This design comes from an exercise in tuning for small area on the open sky130 flow, not from production work.
The RTL was checked by simulation tests, not by an equivalence proof against the original design.
Power figures rest on the tool's default switching activity, not on a simulated workload.

==> inputs of v6 <==
==> flow/design.v (excerpt) <==
module stm32bl_update (
    input  wire        clk,
    input  wire        rst,           
    input  wire        rx_valid,
    input  wire [7:0]  rx_data,
    input  wire        idle,
    input  wire        tick,
    input  wire        te,
    input  wire [63:0] app_vec,
    input  wire [63:0] boot_vec,
    output reg         fl_erase,
    output reg         fl_we,
    output wire [31:0] fl_addr,
    output reg  [31:0] fl_wdata,
    output reg         rep_valid,
    output wire [31:0] rep_pages,
    output reg         nf_valid,
    output reg         ho_valid,
    output reg         rb_valid,
    output reg  [31:0] vec_sp,
    output reg  [31:0] vec_entry,
    output wire [1:0]  mode,
    output wire        rx_listen,
    output wire        halted,
    output wire        gone,
    output wire [1:0]  fault
);
make LEC_CHECK=0 CAP_MARGIN=20 CORE_MARGIN=2 CORE_UTILIZATION=40 CTS_BUF_LIST=sky130_fd_sc_hd__clkbuf_8 CTS_CLUSTER_SIZE=30 SLEW_MARGIN=20 finish   # period 10.0 ns
run.sh (not shown) runs the stock make flow with config.mk's settings and CLKGATE_MAP_FILE= SYNTH_SCRIPT=/design/flow/synth_recipe.tcl, a recipe that flattens the netlist after the stock synthesis.
==> v3 (differences from v6) <==
--- a/flow/design.v
+++ b/flow/design.v
@@ -7,15 +7,15 @@
     input  wire        tick,
     input  wire        te,
     input  wire [63:0] app_vec,
     input  wire [63:0] boot_vec,
     output reg         fl_erase,
     output reg         fl_we,
     output wire [31:0] fl_addr,
-    output reg  [31:0] fl_wdata,
+    output wire [31:0] fl_wdata,
     output reg         rep_valid,
     output wire [31:0] rep_pages,
     output reg         nf_valid,
     output reg         ho_valid,
     output reg         rb_valid,
     output reg  [31:0] vec_sp,
     output reg  [31:0] vec_entry,
@@ -67,15 +67,14 @@
     reg [1:0]  r_idlecnt;
     reg        r_msgdone;
     reg [1:0]  r_capstat;
     reg        r_rx_en, r_idle_ie, r_idle_if;
     reg        r_dma_en;              
     reg        r_htif, r_tcif, r_teif, r_tif;
     reg [7:0]  r_half;                
-    reg [6:0]  r_pages;
     reg        r_armed;               
     reg [2:0]  r_remain;
     reg        r_halted;
     reg [1:0]  r_fault;
     reg [1:0]  n_mode;
     reg [4:0]  n_seq;
     reg        n_latch;
@@ -85,34 +84,39 @@
     reg [1:0]  n_idlecnt;
     reg        n_msgdone;
     reg [1:0]  n_capstat;
     reg        n_rx_en, n_idle_ie, n_idle_if;
     reg        n_dma_en;
     reg        n_htif, n_tcif, n_teif, n_tif;
     reg [7:0]  n_half;
-    reg [6:0]  n_pages;
     reg        n_armed;
     reg [2:0]  n_remain;
     reg        n_halted;
     reg [1:0]  n_fault;
     reg        buf_we;
     reg        o_erase, o_we, o_rep, o_nf, o_ho, o_rb;
     reg        warm;
     reg        live;
-    wire [5:0]  rd_w = {r_latch, r_burst};
-    reg [63:0] rd_sel;
-    reg [31:0] rd_word;
-    integer j;
+    wire [4:0]  wr_word = r_burst - 5'd1;
+    wire [5:0]  rd_w = {r_latch, wr_word};
+    reg [3:0]  rd_hi;
+    reg [15:0] rd_lo;
+    reg [31:0] rd_word, rd_grp;
+    integer j, m;
     always @* begin
-        rd_sel  = 64'd0;
-        rd_sel[rd_w] = 1'b1;
+        rd_hi = 4'd0;  rd_hi[rd_w[5:4]] = 1'b1;
+        rd_lo = 16'd0; rd_lo[rd_w[3:0]] = 1'b1;
         rd_word = 32'd0;
-        for (j = 0; j < 64; j = j + 1)
-            rd_word = rd_word | ({32{rd_sel[j]}} &
-                      {buf_mem[4*j+3], buf_mem[4*j+2], buf_mem[4*j+1], buf_mem[4*j]});
+        for (m = 0; m < 4; m = m + 1) begin
+            rd_grp = 32'd0;
+            for (j = 0; j < 16; j = j + 1)
+                rd_grp = rd_grp | ({32{rd_lo[j]}} &
+                         {buf_mem[64*m+4*j+3], buf_mem[64*m+4*j+2], buf_mem[64*m+4*j+1], buf_mem[64*m+4*j]});
+            rd_word = rd_word | ({32{rd_hi[m]}} & rd_grp);
+        end
     end
     wire [7:0]  cmd_byte = buf_mem[0];
     wire        app_ok = app_vec[31:0] == SP_SENTINEL;
     always @* begin
         n_mode    = r_mode;
         n_seq     = r_seq;
         n_latch   = r_latch;
@@ -127,15 +131,14 @@
         n_idle_if = r_idle_if;
         n_dma_en  = r_dma_en;
         n_htif    = r_htif;
         n_tcif    = r_tcif;
         n_teif    = r_teif;
         n_tif     = r_tif;
         n_half    = r_half;
-        n_pages   = r_pages;
         n_armed   = r_armed;
         n_remain  = r_remain;
         n_halted  = r_halted;
         n_fault   = r_fault;
         buf_we  = 1'b0;
         o_erase = 1'b0;
         o_we    = 1'b0;
@@ -235,15 +238,14 @@
                 end
                 G_ARM: begin
                     if (r_armed) begin
                         n_armed = 1'b0;
                         n_tif   = 1'b0;
                     end
                     n_half    = 8'd0;
-                    n_pages   = 7'd0;
                     n_idlecnt = 2'd0;
                     n_msgdone = 1'b0;
                     n_idle_if = 1'b0;
                     n_htif    = 1'b0;
                     n_tcif    = 1'b0;
                     n_teif    = 1'b0;
                     n_capstat = CS_NONE;
@@ -290,16 +292,14 @@
                     end else begin
                         o_we    = 1'b1;
                         n_burst = 5'd1;
                     end
                 end
                 P_ADVANCE: begin
                     n_half = r_half + 8'd1;
-                    if (r_latch)
-                        n_pages = r_pages + 7'd1;
                     n_seq = P_CLEAR;
                 end
                 P_CLEAR: begin
                     n_capstat = CS_NONE;
                     n_seq     = P_CHECK;
                 end
                 E_STOP: begin
@@ -421,15 +421,14 @@
             r_idle_if <= 1'b0;
             r_dma_en  <= 1'b0;
             r_htif    <= 1'b0;
             r_tcif    <= 1'b0;
             r_teif    <= 1'b0;
             r_tif     <= 1'b0;
             r_half    <= 8'd0;
-            r_pages   <= 7'd0;
             r_armed   <= 1'b1;
             r_remain  <= 3'd5;
             r_halted  <= 1'b0;
             r_fault   <= F_NONE;
             fl_erase  <= 1'b0;
             fl_we     <= 1'b0;
             rep_valid <= 1'b0;
@@ -450,39 +449,42 @@
             r_idle_if <= n_idle_if;
             r_dma_en  <= n_dma_en;
             r_htif    <= n_htif;
             r_tcif    <= n_tcif;
             r_teif    <= n_teif;
             r_tif     <= n_tif;
             r_half    <= n_half;
-            r_pages   <= n_pages;
             r_armed   <= n_armed;
             r_remain  <= n_remain;
             r_halted  <= n_halted;
             r_fault   <= n_fault;
             fl_erase  <= o_erase;
             fl_we     <= o_we;
             rep_valid <= o_rep;
             nf_valid  <= o_nf;
             ho_valid  <= o_ho;
             rb_valid  <= o_rb;
         end
     end
     always @(posedge clk) begin
         r_latch   <= n_latch;
-        fl_wdata  <= rd_word;
         vec_sp    <= (r_seq == B_JUMP) ? boot_vec[31:0]  : SP_SENTINEL;
         vec_entry <= (r_seq == B_JUMP) ? boot_vec[63:32] : app_vec[63:32];
     end
+    reg       w_en;
+    reg [7:0] w_idx, w_data;
     always @(posedge clk) begin
-        if (buf_we)
-            buf_mem[widx] <= rx_data;
+        w_en   <= buf_we;
+        w_idx  <= widx;
+        w_data <= rx_data;
+        if (w_en)
+            buf_mem[w_idx] <= w_data;
     end
-    wire [4:0] wr_word = fl_erase ? 5'd0 : r_burst - 5'd1;
-    assign fl_addr   = {17'd0, 1'b1, r_half[6:0], wr_word, 2'b00};
-    assign rep_pages = {25'd0, r_pages};
+    assign fl_addr   = {17'd0, 1'b1, r_half[6:0], fl_erase ? 5'd0 : wr_word, 2'b00};
+    assign rep_pages = {25'd0, r_half[7:1]};    
+    assign fl_wdata  = rd_word;
     assign mode      = r_mode;
     assign rx_listen = r_seq == C_RECV && !r_msgdone;
     assign halted    = r_halted;
     assign gone      = r_seq == S_GONE;
     assign fault     = r_fault;
 endmodule
==> flow/flow/run.sh (new file) <==
#!/bin/bash
# Standard layout with three changes:
#  - after floorplan, OpenROAD's restructure re-maps the combinational logic for area
#    (registers untouched);
#  - CTS with larger sink clusters and no dummy loads;
#  - ports buffered with buf_1.
export POST_FLOORPLAN_TCL="$PWD/flow/restructure.tcl"
export CTS_ARGS="-sink_clustering_enable -repair_clock_nets -dont_use_dummy_load -sink_clustering_size 25 -sink_clustering_max_diameter 90"
export BUFFER_PORTS_ARGS="-buffer_cell sky130_fd_sc_hd__buf_1"
bash standard.sh > standard.log 2>&1
==> flow/flow/restructure.tcl (new file) <==
# Area-oriented re-mapping of the combinational logic (ABC through OpenROAD).
set_dont_use $::env(DONT_USE_CELLS)
set rst_dir $::env(RESULTS_DIR)/restructure
file mkdir $rst_dir
report_design_area
restructure -target area \
  -liberty_file $::env(PLATFORM_DIR)/lib/sky130_fd_sc_hd__tt_025C_1v80.lib \
  -tielo_port sky130_fd_sc_hd__conb_1/LO -tiehi_port sky130_fd_sc_hd__conb_1/HI \
  -work_dir $rst_dir -abc_logfile $rst_dir/abc.log
report_design_area
==> flow/standard.sh (new file) <==
#!/bin/bash
# synth_recipe.tcl (not shown) runs the flow's synth.tcl, then flattens the netlist and writes it again
# the make line also repeats each setting of config.mk as NAME=value (left out here)
make -C /OpenROAD-flow-scripts/flow DESIGN_CONFIG=/design/flow/config.mk WORK_HOME=/design/flow/orfs CLKGATE_MAP_FILE= SYNTH_SCRIPT=/design/flow/synth_recipe.tcl "${@:-finish}"
- CTS_BUF_LIST: sky130_fd_sc_hd__clkbuf_8 -> unset
- CTS_CLUSTER_SIZE: 30 -> unset
removed: flow/run.sh
==> comparison table <==
| item | v3 | v6 |
|---|---|---|
| Run status | no timing/DRC/antenna violations | no timing/DRC/antenna violations |
| Crit path kind | reg2out | reg2reg |
| Inserted Diodes | 3 | 14 |
| Sequential standard cell area | 64300 µm² | 64700 µm² |
| Post-synthesis xor/xnor area fraction | 0.259% | 0.286% |
| Final worst-path setup slack | 3.36 ns | 3.09 ns |
| Clock buf count | 108 | 383 |
| Die extent in x | 455 µm | 459 µm |
| Post-placement worst setup slack | 3.80 ns | 2.51 ns |
| Die outline area | 207000 µm² | 210000 µm² |
| H-tree lvl count | 3 | 5 |
| Clock net power | 0.00464 W | 0.00757 W |
| Fraction of the mapped netlist area in simple logic gates | 6.57% | 7.33% |
| Global-route wire length before repair | 313000 µm | 487000 µm |
| Sequential fraction of total cell area | 74.4% | 66.6% |
| Layout cells sized above 1 | 4.39% | 17.2% |
| Pwr dens | 205 nW/µm² | 221 nW/µm² |
| Post-Route WL | 220000 µm | 368000 µm |
| FILL cells | 17703 | 17215 |

==> port drivers added, routing unchanged <==
No port has a modelled driver above. Below, the same layouts with a new extraction and two added sets of constraints. Step 1 (the two cells are an assumption about what drives the block):
set clk [get_ports {clk}]
set_driving_cell -lib_cell sky130_fd_sc_hd__clkbuf_16 $clk
set_driving_cell -lib_cell sky130_fd_sc_hd__buf_2 [delete_from_list [all_inputs] $clk]
Step 2 adds t to the input delays and takes it off the output delays; t is the mean of the earliest and latest rising clock arrival at the registers after step 1. Input paths then give back, and output paths get back, about the clock's delay inside the block. a / b / c = no drivers / after step 1 / after step 2; a / b = the first two.
run	shift t [ns]	setup WS [ns]	latest minus earliest clock arrival (ns)
v6	1.163	3.090 / 3.090 / 2.396	0.157 / 0.157
v3	0.835	3.362 / 3.264 / 3.580	0.128 / 0.128
After both steps setup and hold are still met in every run listed. For v6, which loses most, drivers alone change the setup slack by 0.000 ns; drivers and shift together by -0.694 ns.
